This design comes from an exercise in tuning for small area, a short achievable clock period and few clock cycles on the open sky130 flow, not from production work. Only simulation tests tie the RTL to the original design; equivalence was not proved. Power is estimated from default activity; no workload was simulated.

==> flow/design.v (outline; a module is shown in full before it is edited, if it fits) <==
// module rde_sieve: 963 lines
// module rde_sieve_grp0: 252 lines
// module rde_sieve_grp1: 319 lines
// module rde_sieve_grp2: 324 lines
// module rde_sieve_grp3: 329 lines
// module rde_sieve_grp4: 331 lines
// module rde_sieve_grp5: 328 lines
// module rde_sieve_grp6: 329 lines
// module rde_sieve_grp7: 329 lines
module rde_sieve (
    input  wire        clk,
    input  wire        rst,
    input  wire        ld_en,
    input  wire [5:0]  ld_idx,
    input  wire [15:0] ld_data,
    input  wire        set_en,
    input  wire [63:0] set_lsb,
    input  wire [2:0]  set_mod6,
    input  wire        go,
    input  wire [1:0]  go_mode,
    input  wire [7:0]  go_count,
    output reg         out_valid,
    output reg  [63:0] out_lsb,
    output reg         done,
    output wire [63:0] lsb
);
  // ...
==> flow/flow/run.sh <==
#!/bin/bash
# Own layout flow: the standard ORFS flow (standard.sh, standard synthesis
# unchanged), with timing repair aiming at a setup slack margin so that the
# achieved period shrinks, ABC's buffers removed before placement (the
# resizer buffers the design itself), and more antenna repair iterations.
# The ORFS tools write their full logs under orfs/logs; this script's own
# output goes to run.log.
exec > run.log 2>&1
set -x
export SETUP_SLACK_MARGIN=19
export REMOVE_ABC_BUFFERS=1
export MAX_REPAIR_ANTENNAS_ITER_DRT=20
export MAX_REPAIR_ANTENNAS_ITER_GRT=10
bash standard.sh finish
==> flow/standard.sh <==
#!/bin/bash
# synth_recipe.tcl (not shown) runs the flow's synth.tcl, then flattens the netlist and writes it again
# the make line also repeats each setting of config.mk as NAME=value (left out here)
make -C /OpenROAD-flow-scripts/flow DESIGN_CONFIG=/design/flow/config.mk WORK_HOME=/design/flow/orfs CLKGATE_MAP_FILE= SYNTH_SCRIPT=/design/flow/synth_recipe.tcl "${@:-finish}"
==> flow/config.mk <==
export PLATFORM = sky130hd
export DESIGN_NAME = rde_sieve
export DESIGN_NICKNAME = rde_sieve
export VERILOG_FILES = /design/flow/design.v
export SDC_FILE = /design/flow/constraint.sdc
export NUM_CORES = 8
export LEC_CHECK = 0
export CAP_MARGIN = 50
export CORE_MARGIN = 2
export CORE_UTILIZATION = 35
export SLEW_MARGIN = 50
export SYNTH_HIERARCHICAL = 1
==> flow/constraint.sdc <==
create_clock -name core_clock -period 25.0 [get_ports {clk}]
set_input_delay 5.0000 -clock core_clock [delete_from_list [all_inputs] [get_ports {clk}]]
set_output_delay 5.0000 -clock core_clock [all_outputs]
set_load 0.01 [all_outputs]
==> results.json, run 1 <==
{
  "use_met1": 0.543,
  "multi_input_area_share": 0.609,
  "m1WireLength_mm": 203,
  "start_kind": "register",
  "ant_nets": 0,
  "powerComb_w": 0.00958,
  "p_per_area_mw_per_mm2": 136,
  "status": "complete, no violations",
  "portBuffers": 226,
  "final_hold_viol_count": 0,
  "grt-ovfl-total": 0,
  "fin_ws_ns": 18.49,
  "sh_seq_area": 0.222,
  "flops_and_latches": 762,
  "layout_common_cells": "nand2_1 (1499), nor2_1 (861), o22ai_1 (596)",
  "grtUsageTotal": 0.426,
  "crit_path_frequent_cell": "buf_16",
  "crit_path_max_fanout": 6,
  "grt_first_pass_wirelength_mm": 715,
  "first_pass_iters": 7,
  "ctsHoldBuffers": 0,
  "area_growth_pct": 16.6,
  "cts_root_buf": "clkbuf_16",
  "wire_per_inst_um": 38.5,
  "antenna_found_initial": 32,
  "seqPwrFrac": 0.141
}
Testbench counts, summed over its fixed seeds: cycles 2,213.
==> run 2, diff against run 1 <==
--- a/flow/config.mk
+++ b/flow/config.mk
@@ -9,3 +9,3 @@
 export CORE_MARGIN = 2
-export CORE_UTILIZATION = 35
+export CORE_UTILIZATION = 30
 export SLEW_MARGIN = 50
==> run 2 against run 1 <==
  * Non-clock buffer count grew 24
  * Final area is 1.1% higher
  * Still clean on timing, DRC and antenna
  * Register-to-register slack better by 0.19 ns
==> results.json, run 2 <==
{
  "hpwl_mm": 385,
  "p_leak_nw": 35.2,
  "drt_wl_total_mm": 511,
  "gp_congestion": 1.12,
  "syn-instance-count": 10700,
  "power.share.switching": 0.563,
  "fin_worst_skew_ns": 0.106,
  "start_kind": "register",
  "via_per_inst": 6.56,
  "die_y_um": 523,
  "ctsHoldBuffers": 0,
  "final_hold_viol_count": 0,
  "cp-startpoint": "lsb_r[29]$_DFF_P_",
  "layout_common_cells": "nand2_1 (1502), nor2_1 (863), o22ai_1 (592)",
  "setup_viol": 0,
  "p_per_area_mw_per_mm2": 127,
  "holdWs_ns": 0.539,
  "placementRows": 190,
  "clock-sinks": 762,
  "first_pass_iters": 9,
  "status": "complete, no violations",
  "fp.dieW_um": 523,
  "cts_buffer_depth": 4,
  "clock_power_share": 0.126,
  "cp_data_required_time_ns": 20.00,
  "worstSetupPathType": "register to output port",
  "power_switching_w": 0.00681,
  "grtUsageTotal": 0.356,
  "multi_input_area_mm2": 0.0572,
  "fin_cells": 14300,
  "area_growth_pct": 17.9,
  "arrival_ns": 1.46,
  "tightest_slew_ns": 0.897,
  "drc": 0,
  "power.internal_w": 0.00528,
  "cts.clk_slew.worst_paths_ns": 0.06,
  "wire_per_inst_um": 35.7,
  "register_area_mm2": 0.0210,
  "grt_max_degree": 47,
  "vias": 93900,
  "slew_headroom": 0.397,
  "n_fill_cell": 28300,
  "grt_pass1_vias": 86200,
  "final_common_cell": "nand2_1",
  "ff2ff_path_depth": 30,
  "cts_tree": "built",
  "cts_buffers": 102,
  "ant_nets": 0,
  "grt-ovfl-total": 0,
  "yosysWarnings": 7,
  "cts_root_buf": "clkbuf_16",
  "die_area_mm2": 0.274,
  "dp_cells": 13900,
  "grt_first_pass_wirelength_mm": 699,
  "min_period_ns": 6.46,
  "setup_tns_ns": 0,
  "clock_latency_ns": 0.90,
  "crit_path_max_fanout": 2,
  "peakVddDrop_v": 0.000473,
  "antenna_found_initial": 36,
  "portBuffers": 226,
  "slew_violations": 0,
  "rsz0062_at_grt": "true",
  "min_period_over_period": 0.258,
  "combPwrFrac": 0.724,
  "ioPinCount": 234,
  "syn_avg_cell_area_um2": 7.55,
  "drt_iter0_markers": 14500,
  "min_path_cells": 2,
  "hold_path.class": "register to register",
  "htreeDepth": 3,
  "final_nets": 11100,
  "crit_path_end_kind": "output port",
  "core_area_mm2": 0.268,
  "start_util": 0.302,
  "hp-start": "lsb_r[0]$_DFF_P_",
  "max_freq_ghz": 0.155,
  "layout-drive-gt1-share": 0.164,
  "syn_area_mm2": 0.0809,
  "top_regs": "lsb_r: 64 flops, out_lsb: 64 flops",
  "seqPwrFrac": 0.149,
  "maxCapViolCount": 0,
  "rr_startpoint": "rn_i[0]$_SDFFE_PP0P_"
}
## run 2: metrics by stage
step           utilization  setup WS (ns)  total power [W]  cell area (um2)
6_report             0.356          18.54           0.0121            95300
5_1_grt              0.356          18.49           0.0126            95300
4_1_cts              0.349          18.51           0.0116            93600
3_5_place_dp         0.325          16.65          0.00938            87000
3_3_place_gp         0.318          16.21          0.00915            85300
2_1_floorplan            -          11.82          0.00535            76300
## run 2: power by group through the flow
stage | Combinational (W) | Clock (W) | Sequential (W)
2_1_floorplan | 0.00350 | 0 | 0.00185
3_3_place_gp | 0.00729 | 0 | 0.00186
3_5_place_dp | 0.00753 | 0 | 0.00186
4_1_cts | 0.00828 | 0.00155 | 0.00180
5_1_grt | 0.00916 | 0.00160 | 0.00182
6_report | 0.00875 | 0.00153 | 0.00181
## run 2: worst max-delay path: stages, from the launching register on
cell and delay (ns):
dfxtp_2 0.32, buf_6 0.13, buf_6 0.12
## run 2: repair_timing
action	CTS	global route
setup buffers	172	67
gates resized for setup	1028	173
cloned	18	4
endpoints found under the setup margin	652	534
pin swaps	52	81
## run 2: final timing paths
| check | to | slack, ns |
|---|---|---|
| worst min-delay path | lsb_r[0]$_DFF_P_ | 0.54 |
| worst max-delay path | lsb[29] | 18.54 |
| worst min register to register | lsb_r[0]$_DFF_P_ | 0.54 |
| worst max register to register | z_add[6]$_DFF_P_ | 18.68 |
## run 2: final cells by class
cell class,count,area share
timing repair buffer,792,0.0818
sequential,762,0.220
multi-input combinational,8630,0.600
antenna,21,0.000551
clock buffer,114,0.0273
tap,3552,0.0466
inverter,388,0.0155
clock inverter,72,0.00785
## run 2: per-layer routing
layer,GRT usage,routed length (um),up-vias
met2,0.518,208000,6610
met1,0.459,201000,45800
met3,0.104,60300,1578
li1,-,-,39900
met4,0.225,41400,26
met5,0,175,-
==> run 3, diff against run 2 <==
--- a/flow/flow/run.sh
+++ b/flow/flow/run.sh
@@ -9,3 +9,3 @@
 set -x
-export SETUP_SLACK_MARGIN=19
+export SETUP_SLACK_MARGIN=18.5
 export REMOVE_ABC_BUFFERS=1
==> run 3 against run 2 <==
  * Clock skew decreased by 0.0059 ns
  * Wire length decreased by 1.7%
  * Synthesized area unchanged
  * Fmax about the same
  * Clock-buffer cell count unchanged
  * Sequential power about the same
  * Via count decreased by 1.6%
  * Non-clock buffer count decreased by 139
  * Clock power about the same
  * Global-route usage decreased by 0.64 points
  * Synthesized cell count unchanged
  * Critical path type unchanged
  * Critical endpoint is now lsb[24]
  * Largest power group unchanged
  * Highest routed layer unchanged
==> results.json, run 3 <==
{
  "crit_path_end_kind": "output port",
  "fin_ws_ns": 18.54,
  "slew_headroom": 0.415,
  "power_switching_w": 0.00653,
  "worstPathCellList": "clkdlybuf4s15_2",
  "fin_util": 0.347,
  "crit_path_max_fanout": 2,
  "final_common_cell": "nand2_1",
  "slowest_stage": "dfxtp_4",
  "drc": 0,
  "start_util": 0.302,
  "clock_power_share": 0.135,
  "min_period_ns": 6.46,
  "cts_root_buf": "clkbuf_16",
  "ant_nets": 0,
  "combPwrFrac": 0.706,
  "cp.buffers_inverters": 1,
  "first_pass_iters": 9,
  "cts_buffers": 102,
  "clock_latency_ns": 0.89,
  "vias": 92400,
  "syn_area_mm2": 0.0809,
  "drt_iter0_markers": 14100,
  "hpwl_mm": 385,
  "cts_buffer_depth": 4,
  "final_hold_viol_count": 0,
  "wire_per_inst_um": 35.4,
  "core_area_mm2": 0.268,
  "layout_common_cells": "nand2_1 (1508), nor2_1 (870), o22ai_1 (597)",
  "via_per_inst": 6.52,
  "start_kind": "register",
  "grt_max_degree": 70,
  "seqPwrFrac": 0.159,
  "power_w": 0.0113,
  "cp_data_required_time_ns": 20.00,
  "htreeDepth": 3,
  "slew_violations": 0,
  "hold_path.class": "register to register",
  "setup_tns_ns": 0,
  "dp_cells": 13900,
  "fp.dieW_um": 523,
  "antenna_found_initial": 34,
  "grtUsageTotal": 0.350,
  "ioPinCount": 234,
  "grt-ovfl-total": 0,
  "clock-sinks": 762,
  "min_period_over_period": 0.258,
  "max_freq_ghz": 0.155,
  "gp_congestion": 1.12,
  "yosysWarnings": 7,
  "peakVddDrop_v": 0.000470,
  "fin_worst_skew_ns": 0.0998,
  "setup_viol": 0,
  "worstSetupPathType": "register to output port",
  "status": "complete, no violations",
  "maxCapViolCount": 0,
  "syn_avg_cell_area_um2": 7.55,
  "power.share.switching": 0.578,
  "crit_family": "flip-flops",
  "die_area_mm2": 0.274,
  "portBuffers": 226,
  "cts_tree": "built",
  "die_y_um": 523,
  "fin_cells": 14200,
  "p_leak_nw": 34.0,
  "rsz0062_at_grt": "true",
  "n_fill_cell": 28500,
  "post-place-ws_ns": 16.65,
  "multi_input_area_mm2": 0.0567,
  "final_nets": 10900,
  "register_area_mm2": 0.0209,
  "tightest_slew_ns": 0.876,
  "drt_wl_total_mm": 502,
  "top_regs": "lsb_r: 64 flops, out_lsb: 64 flops",
  "layout-drive-gt1-share": 0.136,
  "grt_pass1_vias": 85100,
  "p_per_area_mw_per_mm2": 122,
  "max_stage_delay_ns": 0.35,
  "cts.clk_slew.worst_paths_ns": 0.06,
  "arrival_ns": 1.46,
  "power.internal_w": 0.00477,
  "placementRows": 190,
  "grt_first_pass_wirelength_mm": 687,
  "min_path_cells": 2,
  "syn-instance-count": 10700,
  "area_growth_pct": 14.9,
  "crit_cells": 1,
  "ff2ff_path_depth": 28
}
==> run 3: changes by cell type in the layout (fill, tap and decap cells not counted), sizes merged, moves of 2 or more <==
cell           change
diode             -13
clkdlybuf4s15     +69
buf              -216
clkdlybuf4s50      +2
bufbuf            -15
clkbuf             +5
dlygate4sd2       +17
==> run 3: path summary, 6_finish.rpt <==
path	end	slack (ns)	start
hold / removal	lsb_r[2]$_DFF_P_	0.47	lsb_r[2]$_DFF_P_
setup reg to reg	z_add[2]$_DFF_P_	18.72	rn_i[4]$_SDFFE_PP0P_
hold reg to reg	lsb_r[2]$_DFF_P_	0.47	lsb_r[2]$_DFF_P_
setup / recovery	lsb[24]	18.54	lsb_r[24]$_DFF_P_
==> run 3: area by class of cell <==
| type | instances | share of cell area |
|---|---|---|
| clock buffer | 114 | 0.0281 |
| antenna | 8 | 0.000215 |
| multi-input combinational | 8630 | 0.610 |
| clock inverter | 72 | 0.00805 |
| tap | 3552 | 0.0478 |
| timing repair buffer | 653 | 0.0647 |
| sequential | 762 | 0.225 |
| inverter | 388 | 0.0159 |
==> run 3: per-layer routing <==
layer,track usage,share of wire,vias up
li1,-,-,39600
met1,0.453,0.40,45000
met2,0.507,0.41,6309
met3,0.100,0.12,1507
met4,0.220,0.080,30
met5,0,0.00049,-
==> run 3: stage by stage <==
stage	cell area, um2	hold WS, ns
2_1_floorplan	76300	0.466
3_3_place_gp	85300	0.460
3_5_place_dp	87000	0.458
4_1_cts	91500	0.465
5_1_grt	92900	0.482
6_report	92900	0.467
==> run 3: repair_timing <==
item | CTS | global route
endpoints found under the setup margin | 243 | 308
hold buffers | 0 | 0
setup buffers | 67 | 47
pin swaps | 4 | 38
gates cloned | 3 | 8
gates resized for setup | 546 | 143
==> run 3: power groups by stage <==
stage	sequential, W	clock [W]	combinational, W
final	0.00180	0.00153	0.00798
after global routing	0.00182	0.00159	0.00838
after CTS	0.00180	0.00155	0.00772
after detailed placement	0.00186	0	0.00753
after global placement	0.00186	0	0.00729
after floorplan	0.00185	0	0.00350
==> run 4, diff against run 3 <==
--- a/flow/flow/run.sh
+++ b/flow/flow/run.sh
@@ -9,3 +9,3 @@
 set -x
-export SETUP_SLACK_MARGIN=18.5
+export SETUP_SLACK_MARGIN=19
 export REMOVE_ABC_BUFFERS=1
--- a/flow/config.mk
+++ b/flow/config.mk
@@ -7,6 +7,6 @@
 export LEC_CHECK = 0
-export CAP_MARGIN = 50
+export CAP_MARGIN = 35
 export CORE_MARGIN = 2
 export CORE_UTILIZATION = 30
-export SLEW_MARGIN = 50
+export SLEW_MARGIN = 35
 export SYNTH_HIERARCHICAL = 1
==> run 4 against run 3 <==
  * Still clean
  * Sequential share of layout area down 0.21 points
  * Highest routed layer unchanged
  * Sequential power about the same
  * Power grew 7.9%
  * Largest power group unchanged
  * Die area unchanged
  * Flip-flop and latch count unchanged
  * Setup slack got worse by 0.0049 ns
  * Clock-buffer cell count is 18 higher
  * Non-clock buffer count grew 91
==> results.json, run 4 <==
{
  "ant_nets": 0,
  "ioPinCount": 234,
  "holdWs_ns": 0.534,
  "drt_wl_total_mm": 511,
  "tightest_slew_ns": 1.15,
  "vias": 93700,
  "start_kind": "register",
  "clock_latency_ns": 0.90,
  "layout_common_cells": "nand2_1 (1505), nor2_1 (872), o22ai_1 (591)",
  "setup_tns_ns": 0,
  "maxCapViolCount": 0,
  "fin_cells": 14300,
  "grt_first_pass_wirelength_mm": 697,
  "antenna_found_initial": 36,
  "fin_ws_ns": 18.54,
  "peakVddDrop_v": 0.000490,
  "final_hold_viol_count": 0,
  "wire_per_inst_um": 35.8,
  "p_per_area_mw_per_mm2": 130,
  "slew_violations": 0,
  "placementRows": 190,
  "cts_root_buf": "clkbuf_16",
  "core_area_mm2": 0.268,
  "slew_headroom": 0.227,
  "syn-instance-count": 10700,
  "crit_path_end_kind": "output port",
  "worstPathCellList": "buf_6 -> buf_6",
  "fin_worst_skew_ns": 0.109,
  "fp.dieW_um": 523,
  "drt_iter0_markers": 13900,
  "hold_path.class": "register to register",
  "first_pass_iters": 7,
  "slowest_stage": "dfxtp_2",
  "clock-sinks": 762,
  "cts_tree": "built",
  "min_period_over_period": 0.259,
  "syn_avg_cell_area_um2": 7.55,
  "crit_path_frequent_cell": "buf_6",
  "hpwl_mm": 382,
  "top_regs": "lsb_r: 64 flops, out_lsb: 64 flops",
  "dp_cells": 13800,
  "cts_buffers": 104,
  "area_growth_pct": 16.5,
  "rsz0062_at_grt": "true",
  "portBuffers": 226,
  "grtUsageTotal": 0.356,
  "post-place-ws_ns": 16.16,
  "arrival_ns": 1.46,
  "max_freq_ghz": 0.155,
  "die_area_mm2": 0.274,
  "setup_viol": 0,
  "via_per_inst": 6.57,
  "cp_data_required_time_ns": 20.00,
  "grt_max_degree": 47,
  "final_nets": 11000,
  "min_period_ns": 6.46,
  "p_leak_nw": 34.7,
  "start_util": 0.302,
  "cts.clk_slew.worst_paths_ns": 0.06,
  "fin_util": 0.351,
  "syn_area_mm2": 0.0809,
  "drc": 0,
  "yosysWarnings": 7,
  "crit_path_max_fanout": 2,
  "layout-drive-gt1-share": 0.150,
  "cts_buffer_depth": 4,
  "worstSetupPathType": "register to output port",
  "grt_pass1_vias": 85500,
  "grt-ovfl-total": 0,
  "gp_congestion": 1.12,
  "status": "complete, no violations",
  "max_stage_delay_ns": 0.31,
  "die_y_um": 523,
  "htreeDepth": 3,
  "final_common_cell": "nand2_1"
}
[run 4: critical path, delay by kind of cell, from the launching register on]
family / cells / cell delay [ns]
buffers and inverters: 2 / 0.25
DFF: 1 / 0.31
[run 4: worst paths after layout]
kind / slack (ns) / end / from / depth (start not counted)
setup / recovery: 18.54 / lsb[29] / lsb_r[29]$_DFF_P_ / 2
hold / removal: 0.53 / aH$_SDFFE_PP0P_ / aH$_SDFFE_PP0P_ / 2
setup reg to reg: 18.78 / z_add[2]$_DFF_P_ / rn_i[0]$_SDFFE_PP0P_ / 26
hold reg to reg: 0.53 / aH$_SDFFE_PP0P_ / aH$_SDFFE_PP0P_ / 2
[run 4: cell type report]
cell class              instances  area [um2]
diodes                         19        47.5
clock buffers                 132        2800
flip-flops and latches        762       21000
multi-input cells            8631       56600
well taps                    3552        4440
clock inverters                51         482
repair buffers                744        7350
fillers                     28300      174000
inverters                     388        1480
[run 4: per-stage QoR]
| stage | instance area, um2 | total power (W) |
|---|---|---|
| global placement | 85300 | 0.00915 |
| CTS | 92200 | 0.0116 |
| detailed placement | 85900 | 0.00927 |
| floorplan | 76300 | 0.00535 |
| global route | 94100 | 0.0127 |
| finish | 94200 | 0.0122 |
[run 4: per-layer routing]
layer | vias up | track usage | wire [um]
li1 | 39800 | - | -
met1 | 45700 | 0.456 | 201000
met2 | 6636 | 0.520 | 210000
met3 | 1576 | 0.101 | 58800
met4 | 36 | 0.229 | 40700
met5 | - | 0 | 253
[run 4: where the power goes]
group	leakage [nW]	internal, W	switching (W)
sequential	6.77	0.00161	0.000196
clock	1.59	0.000861	0.000634
combinational	26.3	0.00287	0.00603
total	34.7	0.00534	0.00686
[run 4: repair_timing]
item	4_1_cts	5_1_grt
setup buffers	155	82
cloned	20	4
endpoints found under the hold margin	0	0
pin swaps	34	93
gates resized for setup	1015	228
setup endpoints to repair	902	715
hold buffers	0	0

static timing again, ports no longer ideal:
How much do the figures lean on ideal ports? The routed layouts below were timed once more, with nothing changed but the port constraints.
Step 1 assumes that a clkbuf_16 drives the clock port and a buf_2 every other input.
Step 2 times the ports against the registers' clock, not the clock port: input delays grow and output delays shrink by t, the midpoint of the rising clock arrivals with the driver on.
Slacks: ideal / step 1 / step 2; pairs: ideal / step 1.
run | shift t [ns] | slack for setup (ns) | worst setup path after step 2 | clock arrival spread, ns | worst slew at a driven data input, ns
run 1 | 0.853 | 18.492 / 18.492 / 18.243 | input to register | 0.043 / 0.044 | 0.09
run 2 | 0.941 | 18.539 / 18.442 / 18.128 | input to register | 0.106 / 0.106 | 0.16
run 3 | 0.937 | 18.540 / 18.444 / 17.684 | input to register | 0.100 / 0.100 | 0.17
run 4 | 0.945 | 18.535 / 18.441 / 18.082 | input to register | 0.117 / 0.118 | 0.18
After both steps every run listed still meets setup and hold. For run 3, which loses most, drivers alone change the setup slack by -0.096 ns; drivers and shift together by -0.856 ns.
